Source: an optimization exercise on an open RTL-to-GDS flow (aim: small area, a short achievable clock period and few clock cycles). Production flows keep margins and buffers that such runs may drop.
Function was checked by simulation only, so behaviour that the tests miss may differ from the original.
The flow treats the clock pin as an ideal source, which a real chip does not have.
Power figures rest on the tool's default switching activity, not on a simulated workload.

== yarrow ==
Design palm_lz, start of the top module:
module palm_lz (
    input  wire        clk,
    input  wire        rst,
    input  wire        cmd_valid,
    input  wire        cmd_op,
    input  wire [15:0] cmd_len,
    input  wire        in_valid,
    input  wire [7:0]  in_data,
    output reg         in_ready,
    output reg         busy,
    output reg         fault,
    output reg  [7:0]  fault_code,
    output reg  [15:0] fault_pos,
    output reg  [9:0]  out_len,
    input  wire [8:0]  rd_addr,
    output wire [7:0]  rd_data
);
    localparam [7:0] F_BAD_DISTANCE = 8'h01;
    localparam [7:0] F_TRUNCATED    = 8'h02;
    localparam [7:0] F_OUT_OVERFLOW = 8'h30;
    localparam [1:0] M_CTRL  = 2'd0,    
                     M_RUN   = 2'd1,    
                     M_B2    = 2'd2,    
                     M_DRAIN = 2'd3;    
    integer i, j, k, r;
    reg         busy_r;
    reg         rdy_r;
    reg         faulted;
    reg  [15:0] remT;      
    reg  [15:0] pD;        
    reg  [7:0]  q;         
    reg         qv;        
    reg  [1:0]  mode;
    reg  [3:0]  runrem;
    reg  [7:0]  chold;     
    reg  [31:0] wr_hot;    
    reg  [15:0] wl_hot;    
    reg         bv;
    reg  [8:0]  b_src;
    reg  [8:0]  b_dst;
    reg  [3:0]  b_len;
    reg  [3:0]  b_dc;      
    reg         cv;
    reg  [31:0] c_hot;     
    reg  [15:0] c_m0;      
    reg  [15:0] c_m1;      
    reg  [63:0] c_idx;     
    reg  [127:0] lanes;    
    reg  [9:0]  olen;      
    reg  [7:0]  rd_hot;    
    reg  [63:0] rdl;       
    reg  [4095:0] mem;
    wire take = in_valid & rdy_r;
    wire        d_ctrl = qv & (mode == M_CTRL);
    wire        d_run  = qv & (mode == M_RUN);
    wire        d_b2   = qv & (mode == M_B2);
    wire        c_isrun  = (q[7:4] == 4'd0) && (q[3:0] != 4'd0) && (q[3:0] <= 4'd8);
    wire        c_islit  = !q[7] && !c_isrun;
    wire        c_isbref = (q[7:6] == 2'b10);
    wire        c_isspc  = (q[7:6] == 2'b11);
    wire        run_trunc = (remT < {12'd0, q[3:0]});
    wire [10:0] wp_run    = {1'b0, olen} + {7'd0, q[3:0]};
    wire        run_ovf   = (wp_run > 11'd512);
    wire        lit_ovf   = olen[9];                        
  ...
Size: about 4,600 flip-flops, ~83 I/O pins, ~200,000 sq um of cells after synthesis.
==> flow/config.mk <==
export PLATFORM = sky130hd
export DESIGN_NAME = palm_lz
export DESIGN_NICKNAME = palm_lz
export VERILOG_FILES = /design/flow/design.v
export SDC_FILE = /design/flow/constraint.sdc
export NUM_CORES = 4
export LEC_CHECK = 0
export CAP_MARGIN = 20
export CELL_PAD_IN_SITES_DETAIL_PLACEMENT = 1
export CORE_MARGIN = 2
export CORE_UTILIZATION = 45
export CTS_CLUSTER_DIAMETER = 100
export CTS_CLUSTER_SIZE = 22
export PLACE_DENSITY = 0.6
export SLEW_MARGIN = 20
export SYNTH_MEMORY_MAX_BITS = 8192
==> flow/constraint.sdc <==
create_clock -name core_clock -period 10.0 [get_ports {clk}]
set_input_delay 2.0000 -clock core_clock [delete_from_list [all_inputs] [get_ports {clk}]]
set_output_delay 2.0000 -clock core_clock [all_outputs]
set_load 0.01 [all_outputs]
standard.sh (not shown) runs the stock make flow with config.mk's settings and CLKGATE_MAP_FILE= SYNTH_SCRIPT=/design/flow/synth_recipe.tcl, a recipe that flattens the netlist after the stock synthesis.
==> flow/flow/run.sh <==
#!/bin/bash
set -uo pipefail
export RDIR=orfs/results/${FLOW_PLATFORM}/palm_lz/base
bash standard.sh MATCH_CELL_FOOTPRINT=0 SETUP_SLACK_MARGIN=6.0 cts > make_to_cts.log 2>&1 || exit 1
if openroad -exit flow/fix.tcl > fix_cts.log 2>&1 && [[ -f $RDIR/4_cts_fixed.odb ]]; then
  mv -f $RDIR/4_cts_fixed.odb $RDIR/4_cts.odb
  touch $RDIR/4_cts.sdc
fi
bash standard.sh MATCH_CELL_FOOTPRINT=0 SETUP_SLACK_MARGIN=6.0 finish > make_finish.log 2>&1
==> flow/flow/fix.tcl <==
# Post-CTS sizing pass: on the worst paths, drivers whose output slew is large
# (weak gates on long wires, e.g. to the output ports) get a stronger version
# of the same cell; then the placement is legalised again.
set R $::env(RDIR)
set P $::env(FLOW_HOME)/platforms/sky130hd
read_lef $P/lef/sky130_fd_sc_hd.tlef
read_lef $P/lef/sky130_fd_sc_hd_merged.lef
read_liberty $P/lib/sky130_fd_sc_hd__tt_025C_1v80.lib
read_db $R/4_cts.odb
read_sdc $R/4_cts.sdc
source $P/setRC.tcl
estimate_parasitics -placement
report_worst_slack
set total 0
for {set it 0} {$it < 20} {incr it} {
  set changed 0
  foreach path [find_timing_paths -sort_by_slack -group_path_count 40 -endpoint_path_count 1] {
    foreach ref [get_property $path points] {
      set pin [get_property $ref pin]
      if {[get_property $pin direction] != "output"} continue
      set inst [get_cells -of_objects $pin]
      set cell [get_property $inst ref_name]
      if {![regexp {^(sky130_fd_sc_hd__[a-z0-9]+)_([0-9]+)$} $cell -> base drv]} continue
      if {$drv >= 4} continue
      if {[string match "*df*" $base] || [string match "*clk*" $base] || [string match "*dly*" $base]} continue
      set sl [get_property $pin slew_max]
      if {$sl < 0.3} continue
      foreach nd {4 2} {
        if {$nd <= $drv} continue
        set nc "${base}_$nd"
        if {[llength [get_lib_cells -quiet */$nc]]} {
          replace_cell $inst $nc
          puts "upsized [get_property $inst full_name] $cell -> $nc (slew $sl)"
          incr changed
          break
        }
      }
    }
  }
  incr total $changed
  if {$changed == 0} break
  estimate_parasitics -placement
}
puts "upsized $total cells"
report_worst_slack
set_placement_padding -global -left 1 -right 1
detailed_placement
check_placement -verbose
estimate_parasitics -placement
report_worst_slack
write_db $R/4_cts_fixed.odb
yarrow: all stages done; final checks FAILED (capacitance limit, slew limit).
Testbench counts of yarrow, summed over its fixed seeds: cycles 22,841.
The following lists how delta was set up differently from yarrow:
Settings: CORE_UTILIZATION now 35, was 45; PLACE_DENSITY now 0.5, was 0.6.
==> flow/flow/run.sh <==
#!/bin/bash
set -uo pipefail
export RDIR=orfs/results/${FLOW_PLATFORM}/palm_lz/base
bash standard.sh SETUP_SLACK_MARGIN=6.0 cts > make_to_cts.log 2>&1 || exit 1
if openroad -exit flow/fix.tcl > fix_cts.log 2>&1 && [[ -f $RDIR/4_cts_fixed.odb ]]; then
  mv -f $RDIR/4_cts_fixed.odb $RDIR/4_cts.odb
  touch $RDIR/4_cts.sdc
fi
bash standard.sh SETUP_SLACK_MARGIN=6.0 finish > make_finish.log 2>&1
delta did not stop at any stage, and its layout met the timing, design-rule and antenna checks.
Clock input transition at the sequential cells of the worst setup and hold paths down 20 ps in delta wrt yarrow
Transition time at the pin with the least slew margin ended up 71 ps lower on delta than on yarrow.
In delta, the maximum frequency came out 0.0077 GHz below the value in yarrow.
Between yarrow and delta, the sequential power does not differ in any meaningful way.
Relative to yarrow, the non-clock buffer count of delta is higher by 55.
The lower area growth from synthesis to layout came out of yarrow.
Modified inputs, zinc compared to delta
==> flow/flow/run.sh <==
#!/bin/bash
set -uo pipefail
export RDIR=orfs/results/${FLOW_PLATFORM}/palm_lz/base
bash standard.sh MATCH_CELL_FOOTPRINT=0 SETUP_SLACK_MARGIN=6.0 cts > make_to_cts.log 2>&1 || exit 1
if openroad -exit flow/fix.tcl > fix_cts.log 2>&1 && [[ -f $RDIR/4_cts_fixed.odb ]]; then
  mv -f $RDIR/4_cts_fixed.odb $RDIR/4_cts.odb
  touch $RDIR/4_cts.sdc
fi
bash standard.sh MATCH_CELL_FOOTPRINT=0 SETUP_SLACK_MARGIN=6.0 finish > make_finish.log 2>&1
## What came out
On actual slew at the worst max-slew pin, the higher figure sits with delta, not zinc. On power per cell area: zinc sits above delta. Per the comparison of zinc with delta, total power flat; register clock-pin slew on the reported worst setup and hold paths flat; first-pass GRT wire length down 2.2%; via count shows a reduction of 3,476; non-clock buffer instance count of the final layout moved down.

re-timing with driven ports:
Ports are ideal in the flow. The routed layouts listed here were re-timed in OpenROAD.
Step 1, drivers: a clkbuf_16 drives clk and a buf_2 each remaining input, both assumed.
Step 2, shift: input delay + t, output delay - t, t = (earliest + latest rising clock arrival at the registers) / 2. This alone moves slack from input paths to output paths.
a / b / c = no drivers / after step 1 / after step 2; a / b = the first two.
run	t, ns	setup slack, ns	worst hold slack (ns)
yarrow	1.185	5.477 / 5.349 / 4.474	0.486 / 0.486 / 0.486
delta	1.174	5.314 / 5.190 / 4.509	0.462 / 0.462 / 0.462
zinc	1.175	5.491 / 5.364 / 4.504	0.466 / 0.466 / 0.466
The setup slack of yarrow, which loses most, moves by -0.128 ns with the drivers and by -1.003 ns with both steps.
